Background: an optimization exercise with open tools, aiming at small area, a short achievable clock period and few clock cycles per item. Do not read the settings as production practice.
RTL that was checked went through simulation tests only; none was proved equivalent to the original.
Power figures rest on the tool's default switching activity, not on a simulated workload.

==> run R: inputs <==
Design poseidon_rc_gen, start of the top module:
module poseidon_rc_gen #(
    parameter NMAX       = 256,
    parameter RC_DEPTH   = 65535,
    parameter FIELD_TYPE = 2'b01,
    parameter SBOX_TYPE  = 4'b0000
) (
    input  wire            clk,
    input  wire            rst,
    input  wire            cmd_valid,
    output wire            cmd_ready,
    input  wire [2:0]      cmd_op,
    input  wire [11:0]     n,
    input  wire [11:0]     t,
    input  wire [9:0]      rf,
    input  wire [9:0]      rp,
    input  wire [NMAX-1:0] p,
    output reg             out_valid,
    input  wire            out_ready,
    output reg  [NMAX-1:0] out_data,
    output reg  [15:0]     out_idx,
    output wire [79:0]     lfsr,
    output wire [15:0]     idx,
    output reg             rcv,
    output reg             fault,
    output reg  [3:0]      fault_cause
);
clock: 10.0 ns
lec_check: 0
cap_margin: 20
core_margin: 2
core_utilization: 40
slew_margin: 20
run.sh (not shown) runs the stock make flow with config.mk's settings and CLKGATE_MAP_FILE= SYNTH_SCRIPT=/design/flow/synth_recipe.tcl, a recipe that flattens the netlist after the stock synthesis.
==> run K (differences from run R) <==
--- a/flow/design.v
+++ b/flow/design.v
@@ -34,29 +34,30 @@
     localparam ST_IDLE = 3'd0;
     localparam ST_DEC  = 3'd1;    
     localparam ST_MUL  = 3'd2;    
     localparam ST_INIT = 3'd3;    
     localparam ST_FILT = 3'd4;    
     localparam ST_GEN  = 3'd5;    
     localparam ST_CHK  = 3'd7;    
     localparam ST_RW   = 3'd6;    
-    localparam K   = 40;          
+    localparam K   = 80;          
     localparam NS  = K / 2;       
     localparam GS  = 4;           
     localparam NG  = NS / GS;
-    localparam LNG = 3;           
-    localparam LK  = 6;           
+    localparam LNG = 4;           
+    localparam LK  = 7;           
     localparam CW  = 6;           
-    localparam M   = 16;          
-    localparam LM  = 4;           
+    localparam M   = 32;          
+    localparam LM  = 5;           
     localparam NCH = NMAX / M;    
-    localparam LC  = 4;           
-    localparam BW  = 2 * M + NS;  
-    localparam LW  = 7;           
+    localparam LC  = 3;           
+    localparam BW  = M + NS;      
+    localparam YW  = 2 * M + NS;  
+    localparam LW  = 8;           
     localparam CMP_EQ = 2'd0;
     localparam CMP_LT = 2'd1;
     localparam CMP_GT = 2'd2;
     reg [2:0]      state;
     reg            rdy_r;
     reg [79:0]     s;
     reg [15:0]     idx_r;
     reg [2:0]      op_s;
@@ -120,22 +121,34 @@
             end
             padd[0] = p[0] ^ ci;
             for (i = 1; i < 24; i = i + 1)
                 padd[i] = p[i] ^ gp[i-1];
             padd[24] = gp[23];
         end
     endfunction
     function plt;
-        input [15:0] a;
-        input [15:0] b;
-        reg   [24:0] r;
+        input [31:0] a;
+        input [31:0] b;
+        reg   [31:0] lt, eq, nlt, neq;
+        integer i, d;
         begin
-            r   = padd({8'd0, a}, {8'hff, ~b}, 1'b1);
-            plt = !r[24];
+            lt = ~a & b;
+            eq = ~(a ^ b);
+            for (d = 0; d < 5; d = d + 1) begin
+                nlt = {32{1'b0}};
+                neq = {32{1'b0}};
+                for (i = 0; i < (32 >> (d + 1)); i = i + 1) begin
+                    nlt[i] = lt[2*i+1] | (eq[2*i+1] & lt[2*i]);
+                    neq[i] = eq[2*i+1] & eq[2*i];
+                end
+                lt = nlt;
+                eq = neq;
+            end
+            plt = lt[0];
         end
     endfunction
     function [8:0] comp4;
         input [3:0] v;
         input [3:0] d;
         begin
             case (v)
             4'd0: comp4 = {5'b00001, 1'b0, 1'b0, 1'b0, 1'b0};
@@ -266,17 +279,18 @@
     wire        zc       = zc_r;
     wire        xfer     = in_gen && !out_valid && (zc || (lvl[LW-1:LM] != 0));
     wire        bdrain   = xfer && !zc;
     wire        go_on    = ((gpend == 2'd0) && (remaining != 16'd0)) ||
                            ((gpend == 2'd1) && (remaining[15:1] != 15'd0));
     wire        hold     = at_bnd && !go_on;
     wire        gen_done = in_gen && at_bnd && (gpend == 2'd0) && (remaining == 16'd0);
     wire        bnd      = (need[8:CW] == 0) && !plt({{(16-CW){1'b0}}, r2_av}, {{(16-CW){1'b0}}, need[CW-1:0]});
-    wire        s3_en    = in_gen && r2v && (lvl[LW-1:LM+1] == 0) && !hold;
+    wire        s3_en    = in_gen && r2v && !hold &&
+                           ((lvl[LW-1:LM] == 0) || (bdrain && (lvl[LW-1:LM+1] == 0)));
     wire        r2_take  = s3_en && !bnd;
     wire        r1_take  = r1v && (!r2v || r2_take);
     wire        last_c   = (remaining[15:2] == 14'd0) && (remaining[1:0] <= {1'b0, gpend} + 3'd1);
     wire        careful  = last_c ? (need <= 2 * NS) : n_small;
     wire        s1_en    = in_gen && !hold && (careful ? (!r1v && !r2v) : (!r1v || r1_take));
     reg [NS-1:0] sel;
     integer sj;
     always @* begin
@@ -310,18 +324,18 @@
     always @* begin
         pch_nx = {M{1'b0}};
         for (pk = 0; pk < NCH; pk = pk + 1)
             if (ccn == pk)
                 pch_nx = p_s[(NCH-1-pk)*M +: M];
     end
     wire         verdict = xfer && last;
     wire         accept  = verdict && (cmp_n == CMP_LT);
-    wire [BW-1:0] ins   = s3_en ? ({{(BW-NS){1'b0}}, sel} << lvl[LM:0]) : {BW{1'b0}};
-    wire [BW-1:0] y     = bld | ins;
+    wire [YW-1:0] ins   = s3_en ? ({{(YW-NS){1'b0}}, sel} << lvl[LM:0]) : {YW{1'b0}};
+    wire [YW-1:0] y     = {{(YW-BW){1'b0}}, bld} | ins;
     wire [24:0]   need_pad = padd({{(24-CW){1'b0}}, need[CW-1:0]}, {{(24-LM){1'b0}}, pad_r}, 1'b0);
     wire [LW-1:0] lvl_add  = !s3_en ? {LW{1'b0}} : bnd ? need_pad[LW-1:0] : {{(LW-CW){1'b0}}, r2_av};
     wire [24:0]   lvl_s    = padd({{(24-LW){1'b0}}, lvl}, {{(24-LW){1'b0}}, lvl_add}, 1'b0);
     wire [24:0]   lvl_sd   = padd({{(24-LW+LM){1'b0}}, lvl_s[LW-1:LM]}, 24'hffffff, 1'b0);
     wire [LW-1:0] lvl_n    = bdrain ? {lvl_sd[LW-LM-1:0], lvl_s[LM-1:0]} : lvl_s[LW-1:0];
     wire [24:0]   tk_a     = padd({{(24-CW){1'b0}}, tk}, {{(24-CW){1'b0}}, need[CW-1:0]}, 1'b0);
     wire [24:0]   av_a     = padd({{(24-CW){1'b0}}, r2_av}, ~{{(24-CW){1'b0}}, need[CW-1:0]}, 1'b1);
     wire [24:0]   need_a   = padd({15'd0, need}, ~{{(24-CW){1'b0}}, r2_av}, 1'b1);
@@ -496,17 +510,17 @@
                         need   <= n_s[8:0];
                         at_bnd <= 1'b1;
                     end else begin
                         need   <= need_a[8:0];
                         at_bnd <= 1'b0;
                     end
                 end
                 gpend <= gpend + ((s3_en && bnd) ? 2'd1 : 2'd0) - (verdict ? 2'd1 : 2'd0);
-                bld <= bdrain ? {{M{1'b0}}, y[BW-1:M]} : y;
+                bld <= bdrain ? y[M +: BW] : y[BW-1:0];
                 lvl <= lvl_n;
                 if (xfer) begin
                     pch_r <= pch_nx;
                     if (last) begin
                         cc    <= {LC{1'b0}};
                         cmpst <= CMP_EQ;
                         zc_r  <= (zch_r != 0);
                     end else begin
SETUP_SLACK_MARGIN = 5   (was default)
==> run notes <==
quantity                                                                 run R        run K
Cells resized by post-CTS repair                                             0          159
Sequential area share after synthesis                                    53.6%        43.8%
Post-synthesis mux area share                                            4.86%        5.27%
Run status                                            timing/DRC/antenna clean  timing/DRC/antenna clean
Total placed cells including tap cells                                    6538         9584
Internal power consumption                                           0.00706 W     0.0116 W
Worst VDD drop                                                      0.000135 V   0.000489 V
Number of logic stages on the critical path including buffering             21           19
Static Leakage                                                         21.0 nW      29.8 nW
Flop-to-flop setup slack                                               4.88 ns      4.75 ns
Area taken by flip-flops and latches                               26300 sq um  29600 sq um
Insertion delay to the later sink of the worst-skew pair               0.72 ns      0.80 ns
Flop+latch power                                                     0.00465 W    0.00597 W
Clock tree buffer count of the final layout                                120          145
X dimension of the die                                             354 microns  415 microns
Avg Vias per Cell                                                         5.96         6.44
Fraction of final layout cells with drive strength greater than 1        8.07%        14.8%
Count of non-filler cells in the finished layout                          6744        10100
Testbench counts of run R, summed over its fixed seeds: cycles 33,393, items 1,075.
Function not checked in run K: the RTL went through the layout flow alone.

* * *

==> v30 <==
Another version of the RTL of poseidon_rc_gen (not shown whole).
make LEC_CHECK=0 CAP_MARGIN=20 CORE_MARGIN=2 CORE_UTILIZATION=55 SETUP_SLACK_MARGIN=5 SLEW_MARGIN=20 finish   # period 10.0 ns
==> v11 (differences from v30) <==
- CORE_UTILIZATION: 55 -> 40
- SETUP_SLACK_MARGIN: 5 -> unset
==> run notes <==
| quantity | v30 | v11 |
|---|---|---|
| Detailed Place HPWL | 196000 µm | 217000 µm |
| Count of inserted antenna diode cells | 29 | 35 |
| Portion of total power attributed to combinational logic | 0.283 | 0.279 |
| Register-to-Register Setup Slack | 5.14 ns | 4.64 ns |
| Core Footprint | 0.129 mm² | 0.178 mm² |
| Seq area share | 0.377 | 0.372 |
| Sw frac | 0.328 | 0.329 |
| Post-route total power | 14.0 mW | 14.5 mW |
| Layout buffering overhead excluding clock cells | 0.0986 | 0.0987 |
| Fraction of layout cells with a size suffix above 1 | 0.0781 | 0.0773 |
| Number of ordinary and repair buffers in the finished layout | 865 | 884 |
| Area of the die | 0.133 mm² | 0.183 mm² |
| Insertion delay of the later-clocked pin in the worst-skew pair | 0.78 ns | 0.79 ns |
| Result of the run | timing/DRC/antenna clean | timing/DRC/antenna clean |
| IR drop worst, VDD | 0.230 mV | 0.336 mV |
| Proportion of cell area spent on the clock network | 0.0479 | 0.0509 |
Testbench counts of v30, summed over its fixed seeds: cycles 17,853, items 1,075.
Testbench counts of v11, summed over its fixed seeds: cycles 17,853, items 1,075.

[re-timing with driven ports]
How much do the figures lean on ideal ports? The routed layouts below were timed once more, with nothing changed but the port constraints.
Step 1 assumes that a clkbuf_16 drives the clock port and a buf_2 every other input.
Step 2 times the ports against the registers' clock, not the clock port: input delays grow and output delays shrink by t, the midpoint of the rising clock arrivals with the driver on.
a / b / c = ideal ports / drivers / drivers and shift; a / b = the first two.
| run | shift t [ns] | slack for setup (ns) | worst hold slack (ns) | worst register clock-pin slew, ns |
|---|---|---|---|---|
| run R | 0.762 | 4.878 / 4.878 / 4.878 | 0.430 / 0.430 / 0.430 | 0.07 / 0.07 |
| run K | 0.851 | 4.755 / 4.755 / 4.755 | 0.416 / 0.416 / 0.416 | 0.07 / 0.07 |
| v30 | 0.833 | 5.143 / 5.143 / 5.143 | 0.428 / 0.428 / 0.428 | 0.07 / 0.07 |
| v11 | 0.847 | 4.643 / 4.643 / 4.643 | 0.444 / 0.444 / 0.444 | 0.06 / 0.06 |
After both steps every run listed still meets setup and hold.
